From an optimization exercise on the open Yosys and OpenROAD flow, aimed at small area, a short achievable clock period and few clock cycles; shortcuts taken in it are not production practice. The RTL was checked by simulation tests, not by an equivalence proof against the original design. Power and IR drop assume default switching activity.

==> run a: inputs <==
// wzwave_fbs
module wzwave_fbs (
    input  wire        clk,
    input  wire        rst,
    input  wire        in_valid,
    input  wire [7:0]  in_data,
    output wire        in_ready,
    output wire        out_valid,
    input  wire        out_ready,
    output wire        out_hdr,
    output wire        out_last,
    output wire [3:0]  out_type,
    output wire [71:0] out_data
);
export LEC_CHECK = 0
export ABC_AREA = 1
export CAP_MARGIN = 20
export CORE_MARGIN = 2
export CORE_UTILIZATION = 40
export CTS_CLUSTER_DIAMETER = 60
export CTS_CLUSTER_SIZE = 24
export SLEW_MARGIN = 20
export SYNTH_HIERARCHICAL = 1
create_clock -name core_clock -period 10.0 [get_ports {clk}]
standard.sh (not shown) runs the stock make flow with config.mk's settings and CLKGATE_MAP_FILE= SYNTH_SCRIPT=/design/flow/synth_recipe.tcl, a recipe that flattens the netlist after the stock synthesis.
==> flow/flow/run.sh <==
#!/bin/bash
# The standard layout (the standard.sh: ORFS synthesis through finish) with a
# tighter timing-repair target: repair_timing aims at a setup slack of
# SETUP_SLACK_MARGIN ns at the design's clock period, may resize cells across
# footprints, and the port buffers start out as buf_4 cells.
set -euo pipefail
bash standard.sh SETUP_SLACK_MARGIN=6.6 MATCH_CELL_FOOTPRINT=0 \
    "BUFFER_PORTS_ARGS=-buffer_cell sky130_fd_sc_hd__buf_4" finish > standard.log 2>&1
==> run b: changes against run a <==
--- a/flow/design.v
+++ b/flow/design.v
@@ -14,11 +14,11 @@
     localparam integer KB = 1;                
     localparam [3:0] C_CTL  = 4'd0,  C_MIS  = 4'd1,  C_BAD  = 4'd2,  C_MAL  = 4'd3,
                      C_VER  = 4'd4,  C_MEM  = 4'd5,  C_SUC  = 4'd6,  C_INIT = 4'd7,
                      C_NPI  = 4'd8,  C_SEND = 4'd9,  C_RNI  = 4'd10, C_UPD  = 4'd11,
                      C_ROUT = 4'd12, C_CMD  = 4'd13, C_OPQ  = 4'd14, C_SCB  = 4'd15;
-    localparam [3:0] A_NOP = 4'd0, A_LEN = 4'd1, A_SH0 = 4'd2, A_SH  = 4'd3,
+    localparam [3:0] A_NOP = 4'd0, A_LEN = 4'd1, A_HW  = 4'd2,
                      A_SHP = 4'd4, A_HDR = 4'd6, A_DAT = 4'd7,
                      A_MSK = 4'd8, A_XOR = 4'd9;
     function [1:0] off0(input [3:0] code);
         case (code)
             C_SUC, C_SEND, C_RNI, C_SCB, C_MEM, C_INIT, C_ROUT: off0 = 2'd3;
@@ -215,34 +215,32 @@
     reg  [7:0] cm;
     reg        cmv, cm_le1, pendh, fin;
     reg         o_valid, o_hdr, o_last;
     reg  [3:0]  o_type;
     reg  [65:0] od;
-    reg  [31:0] as;           
+    reg  [1:0]  dfl;          
     wire        ofree = !o_valid || out_ready;
     reg  [7:0] i_L;           
     reg  [3:0] s_act;
     reg  [4:0] s_j;
     always @(*) begin
         s_act  = A_NOP;
-        s_j    = i_k[4:0];
+        s_j    = i_ph ? i_k[4:0] : {2'b00, i_h};
         if (!i_ph) begin
             case (i_code)
                 C_CTL, C_BAD, C_SUC, C_SEND, C_RNI: s_act = A_HDR;
-                C_SCB:  s_act = (i_h == 3'd0) ? A_SH0 : A_HDR;
-                C_MEM:  s_act = (i_h == 3'd0) ? A_SH0 : (i_h == 3'd4) ? A_HDR : A_SH;
-                C_INIT: s_act = (i_h == 3'd0) ? A_SH0 : (i_h == 3'd2) ? A_SHP : A_SH;
+                C_SCB:  s_act = (i_h == 3'd0) ? A_HW : A_HDR;
+                C_MEM:  s_act = (i_h == 3'd4) ? A_HDR : A_HW;
+                C_INIT: s_act = (i_h == 3'd2) ? A_SHP : A_HW;
                 C_ROUT: begin s_act = A_MSK; s_j = 5'd0; end
-                C_UPD:  s_act = (i_h == 3'd0) ? A_LEN : (i_h == 3'd1) ? A_SH0 : A_HDR;
-                C_CMD:  s_act = (i_h == 3'd0) ? A_LEN : (i_h == 3'd1) ? A_SH0 :
-                                (i_h == 3'd2) ? A_SH : A_HDR;
-                C_OPQ:  s_act = (i_h == 3'd0) ? A_LEN : (i_h == 3'd1) ? A_SH0 : A_HDR;
+                C_UPD:  s_act = (i_h == 3'd0) ? A_LEN : (i_h == 3'd1) ? A_HW : A_HDR;
+                C_CMD:  s_act = (i_h == 3'd0) ? A_LEN : (i_h == 3'd3) ? A_HDR : A_HW;
+                C_OPQ:  s_act = (i_h == 3'd0) ? A_LEN : (i_h == 3'd1) ? A_HW : A_HDR;
                 C_VER:  s_act = (i_h == 3'd0) ? A_LEN : (i_h == 3'd1) ? A_NOP : A_HDR;
-                C_NPI:  s_act = (i_h == 3'd0) ? A_LEN : (i_h == 3'd1) ? A_SH0 :
-                                (i_h == 3'd5) ? A_HDR : A_SH;
+                C_NPI:  s_act = (i_h == 3'd0) ? A_LEN : (i_h == 3'd5) ? A_HDR : A_HW;
                 C_MIS:  s_act = A_LEN;
-                C_MAL:  s_act = (i_h == 3'd0) ? A_LEN : (i_h == 3'd1) ? A_SH0 : A_HDR;
+                C_MAL:  s_act = (i_h == 3'd0) ? A_LEN : (i_h == 3'd1) ? A_HW : A_HDR;
                 default: s_act = A_NOP;
             endcase
         end else begin
             case (i_code)
                 C_INIT, C_ROUT: s_act = A_MSK;
@@ -347,11 +345,11 @@
     wire push  = ifire && i_rd;
     wire inext = !i_v || (ifire && i_last);                
     assign qpop = inext && qne;
     wire hmove = !tq_v || c_done;                           
     wire [3:0] s_nfx = {(s_act == A_NOP) || (s_act == A_LEN) || (s_act == A_XOR) ||
-                        (s_act == A_SH0) || (s_act == A_SH), (s_act == A_MSK), 2'b00};
+                        1'b0, (s_act == A_MSK), 2'b00};
     function first_last(input [3:0] code);
         case (code)
             C_CTL, C_BAD, C_SUC, C_SEND, C_RNI: first_last = 1'b1;
             default: first_last = 1'b0;
         endcase
@@ -435,14 +433,15 @@
                                    .b(T - 8'd2 - qin_s), .c(hs3 + 8'd1), .y(hs3_nx));
     always @(posedge clk) begin
         hs0 <= hs0_nx;
         hs3 <= hs3_nx;
     end
-    function [7:0] nmin_of(input [7:0] dir, input [7:0] fc);
+    function [7:0] nmin_of(input [7:0] dir, input other, input [7:0] fc);
         begin
             nmin_of = 8'd0;
-            if (dir == 8'h01) begin
+            if (other) nmin_of = 8'd0;
+            else if (dir == 8'h01) begin
                 case (fc)
                     8'h15, 8'h56, 8'h13, 8'h60: nmin_of = 8'd1;
                     8'h20, 8'h41: nmin_of = 8'd5;
                     8'h02: nmin_of = 8'd32;
                     8'h80: nmin_of = 8'd29;
@@ -455,40 +454,72 @@
                     default: ;
                 endcase
             end
         end
     endfunction
-    wire [7:0] b0 = as[31:24];
-    wire [7:0] b1 = as[23:16];
-    wire [1:0] tier = b0[5:4];
-    reg  [65:0] hfmt;
+    wire [2:0] th   = tq_j[2:0];
+    wire [1:0] tier = rq[5:4];
+    reg  [65:0] hw;
     always @(*) begin
-        hfmt = 66'd0;
+        hw = od;
         case (tq_code)
-            C_MIS:  hfmt[23:0] = {cacc, rq, e_L};
-            C_MAL:  hfmt[31:0] = {nmin_of(as[7:0], rq), e_L - 8'd3, rq, as[7:0]};
-            C_MEM:  hfmt[39:0] = {rq, as[31:0]};
-            C_SUC:  hfmt[8:0]  = {(rq != 8'd0), rq};
+            C_MIS:  hw = {42'd0, cacc, rq, e_L};
+            C_SUC:  hw = {57'd0, (rq != 8'd0), rq};
+            C_SEND: hw = {41'd0, 1'b1, 16'd0, rq};
+            C_RNI:  hw = {57'd0, (rq == 8'h01), rq};
+            C_SCB: begin
+                if (th == 3'd0) begin hw = 66'd0; hw[25] = 1'b1; hw[15:8] = rq; end
+                else hw[23:16] = rq;
+            end
+            C_MEM: begin
+                case (th)
+                    3'd0: begin hw = 66'd0; hw[31:24] = rq; end
+                    3'd1: hw[23:16] = rq;
+                    3'd2: hw[15:8] = rq;
+                    3'd3: hw[7:0] = rq;
+                    default: hw[39:32] = rq;
+                endcase
+            end
+            C_INIT: begin
+                case (th)
+                    3'd0: hw = {58'd0, rq};
+                    3'd1: hw[15:8] = rq;
+                    default: hw[23:16] = rq;
+                endcase
+            end
+            C_UPD, C_OPQ: begin
+                if (th == 3'd1) hw = {58'd0, rq};
+                else hw[15:8] = rq;
+            end
+            C_CMD: begin
+                case (th)
+                    3'd1: hw = {58'd0, rq};
+                    3'd2: hw[15:8] = rq;
+                    default: hw[23:16] = rq;
+                endcase
+            end
             C_NPI: begin
-                hfmt[65:42] = {rq, as[7:0], as[15:8]};
-                hfmt[7:0]   = b0;
-                hfmt[15:8]  = b1;
-                hfmt[16]    = b0[7];
-                hfmt[18:17] = tier;
-                hfmt[21:19] = b0[2:0];
-                hfmt[22]    = b1[3];
-                hfmt[23]    = b1[4];
-                hfmt[24]    = b1[0];
-                hfmt[25]    = !tier[1];
-                hfmt[41:26] = (tier == 2'd0) ? 16'd9600 : (tier == 2'd1) ? 16'd40000 : 16'd0;
-            end
-            C_SEND: begin hfmt[7:0] = rq; hfmt[24] = 1'b1; end
-            C_SCB:  begin hfmt[23:8] = {rq, as[7:0]}; hfmt[25] = 1'b1; end
-            C_RNI:  hfmt[8:0] = {(rq == 8'h01), rq};
-            C_UPD, C_OPQ: hfmt[15:0] = {rq, as[7:0]};
-            C_CMD:  hfmt[23:0] = {rq, as[7:0], as[15:8]};
-            default: hfmt[7:0] = rq;
+                case (th)
+                    3'd1: begin
+                        hw = {58'd0, rq};
+                        hw[16]    = rq[7];
+                        hw[18:17] = tier;
+                        hw[21:19] = rq[2:0];
+                        hw[25]    = !tier[1];
+                        hw[41:26] = (tier == 2'd0) ? 16'd9600 : (tier == 2'd1) ? 16'd40000 : 16'd0;
+                    end
+                    3'd2: begin hw[15:8] = rq; hw[22] = rq[3]; hw[23] = rq[4]; hw[24] = rq[0]; end
+                    3'd3: hw[49:42] = rq;
+                    3'd4: hw[57:50] = rq;
+                    default: hw[65:58] = rq;
+                endcase
+            end
+            C_MAL: begin
+                if (th == 3'd1) hw = {58'd0, rq};
+                else hw[31:8] = {nmin_of({6'd0, dfl[1]}, !dfl[0] && !dfl[1], rq), e_L - 8'd3, rq};
+            end
+            default: hw = {58'd0, rq};
         endcase
     end
     wire [3:0] tq_type = (tq_code == C_SCB) ? C_SEND : tq_code;
     always @(posedge clk) begin
         if (rst) begin
@@ -506,22 +537,24 @@
                 end
             end else if (tq_v) begin
                 case (tq_act)
                     A_LEN: begin e_L <= rq; cacc <= ~rq; end
                     A_XOR: cacc <= cacc ^ rq;
-                    A_SH0: as <= {24'd0, rq};
-                    A_SH:  as <= {as[23:0], rq};
+                    A_HW: if (ofree) begin
+                        od <= hw;
+                        if (tq_code == C_MAL) dfl <= {(rq == 8'h01), (rq == 8'h00)};
+                    end
                     A_SHP: if (ofree) begin
-                        od     <= {42'd0, rq, as[7:0], as[15:8]};
+                        od     <= hw;
                         pendh  <= 1'b1;
                         o_type <= tq_type;
                     end
                     A_HDR: if (ofree) begin
                             o_hdr   <= 1'b1;
                         o_last  <= tq_last;
                         o_type  <= tq_type;
-                        od      <= hfmt;
+                        od      <= hw;
                     end
                     A_DAT: if (ofree) begin
                             o_hdr   <= 1'b0;
                         o_last  <= tq_last;
                         o_type  <= tq_type;
==> flow/flow/run.sh (replaced) <==
#!/bin/bash
# The standard layout (the standard.sh: ORFS synthesis through finish) with a
# tighter timing-repair target: repair_timing aims at a setup slack of
# SETUP_SLACK_MARGIN ns at the design's clock period, may resize cells across
# footprints, and the port buffers start out as buf_4 cells.
set -euo pipefail
bash standard.sh SETUP_SLACK_MARGIN=6.3 MATCH_CELL_FOOTPRINT=0 \
    "BUFFER_PORTS_ARGS=-buffer_cell sky130_fd_sc_hd__buf_4" finish > standard.log 2>&1
Settings changed: ABC_AREA 1 to unset.
==> run c: changes against run a <==
--- a/flow/design.v
+++ b/flow/design.v
@@ -94,11 +94,11 @@
         end
         if (qpush) qm[qwp] <= qin;
     end
     localparam [1:0] R_HUNT = 2'd0, R_SOF = 2'd1, R_BODY = 2'd2;
     reg  [1:0] rx;
-    reg  [7:0] acc, rs, wa;
+    reg  [7:0] rL, acc, rs, wa;
     reg  [1:0] rph;
     reg        d0, d1;
     reg  [3:0] kcode;
     reg        kmal;
     reg        al;           
@@ -165,36 +165,39 @@
         if (rst) begin
             rx <= R_HUNT;
         end else if (take) begin
             case (rx)
                 R_HUNT: if (is_sof) rx <= R_SOF;
-                R_SOF:  rx <= lt3 ? (is_sof ? R_SOF : R_HUNT) : R_BODY;
-                default: if (blast) rx <= R_HUNT;
+                R_SOF: begin
+                    if (lt3) begin
+                        rx <= is_sof ? R_SOF : R_HUNT;
+                    end else begin
+                        rL   <= b;
+                        rph  <= 2'd0;
+                        rrem <= b - 8'd1;
+                        acc  <= ~b;
+                        rs   <= T;
+                        rx   <= R_BODY;
+                    end
+                end
+                default: begin
+                    if (rph != 2'd2) rph <= rph + 2'd1;
+                    rrem <= rrem - 8'd1;
+                    acc  <= acc ^ b;
+                    if (rph == 2'd0) begin
+                        d0 <= (b == 8'h00);
+                        d1 <= (b == 8'h01);
+                    end
+                    if (rph == 2'd1) begin
+                        kcode <= k_code;
+                        kmal  <= (rL - 8'd3) < k_nmin;
+                    end
+                    if (blast) rx <= R_HUNT;
+                end
             endcase
         end
     end
-    always @(posedge clk) begin
-        if (take && rx == R_SOF) begin
-            rph  <= 2'd0;
-            rrem <= b - 8'd1;
-            acc  <= ~b;
-            rs   <= T;
-        end
-        if (take && rx == R_BODY) begin
-            if (rph != 2'd2) rph <= rph + 2'd1;
-            rrem <= rrem - 8'd1;
-            acc  <= acc ^ b;
-            if (rph == 2'd0) begin
-                d0 <= (b == 8'h00);
-                d1 <= (b == 8'h01);
-            end
-            if (rph == 2'd1) begin
-                kcode <= k_code;
-                kmal  <= rrem <= k_nmin;
-            end
-        end
-    end
     reg        i_v;
     reg  [3:0] i_code;
     reg  [7:0] i_s;
     reg        i_ph;          
     reg        i_last;        
@@ -399,16 +402,15 @@
             t2_msk  <= s_nfx[2];
             t2_code <= i_code;
             t2_last <= i_last;
             t2_j    <= s_j;
         end
-        if (rst)
-            i_v <= 1'b0;
-        else if (inext)
-            i_v <= qne;
-        begin
+        if (rst) begin
+            i_v  <= 1'b0;
+        end else begin
             if (inext) begin
+                i_v    <= qne;
                 i_code <= qh_code;
                 i_s    <= qh_s;
                 i_ph   <= 1'b0;
                 i_h    <= 3'd0;
                 i_k    <= 8'd0;
Settings changed: ABC_AREA 1 to unset, CTS_CLUSTER_DIAMETER 60 to 80, CTS_CLUSTER_SIZE 24 to 32.
==> summary.txt <==
	run b	run a	run c
Status	timing/DRC/antenna clean	timing/DRC/antenna clean	timing/DRC/antenna clean
Synth Area in Compound Gates	6.36%	8.58%	6.55%
Post_cts resized	32	114	145
Max Fclk	283 MHz	287 MHz	292 MHz
Share of the yosys chip area belonging to registers	70.7%	68.2%	71.1%
Post-synth cell types	97	58	93
Portion of total power attributed to the clock network	28.9%	26.4%	26.2%
Worst R2R Path Depth	7	17	15
Number of storage elements in the synthesis netlist	2535	2565	2573
Die ar.	197000 µm²	208000 µm²	201000 µm²
Power Density	258 nW/µm²	282 nW/µm²	239 nW/µm²
Critical path capture point	out_data[4]	out_data[21]	out_data[15]
Starting density of the core	40.2%	40.3%	40.3%
Area growth syn-to-layout	10.9%	11.8%	12.1%
Clock buffer instance count of the final layout	163	173	118
R2R Path Start	sel[1]$_DFF_P_	T[0]$_SDFF_PP0_	T[1]$_SDFF_PP0_
Testbench counts of run a, summed over its fixed seeds: cycles 31,867.
Testbench counts of run b, summed over its fixed seeds: cycles 31,867.
Testbench counts of run c, summed over its fixed seeds: cycles 31,867.

-- separate check: timing with driven ports --
The results above use ideal ports. As a check the final layouts listed here were re-extracted and re-timed, cells and wires unchanged. Step 1 assumes that a clkbuf_16 drives the clock port and a buf_2 every other input. Step 2 also shifts input and output timing later by t, the mid clock arrival at the registers, as if the neighbouring blocks saw the same clock. Slacks: ideal ports / drivers / drivers and shift; pairs: ideal ports / drivers.
run	t (ns)	setup WS [ns]	slew at the worst register clock pin (ns)	worst slew at a driven data input, ns
run a	0.878	6.513 / 6.433 / 5.944	0.10 / 0.10	0.04
run b	0.871	6.463 / 6.383 / 5.678	0.09 / 0.09	0.06
run c	0.855	6.571 / 6.489 / 5.939	0.13 / 0.13	0.05
After both steps setup and hold are still met in every run listed. For run b, which loses most, drivers alone change the setup slack by -0.080 ns; drivers and shift together by -0.785 ns.
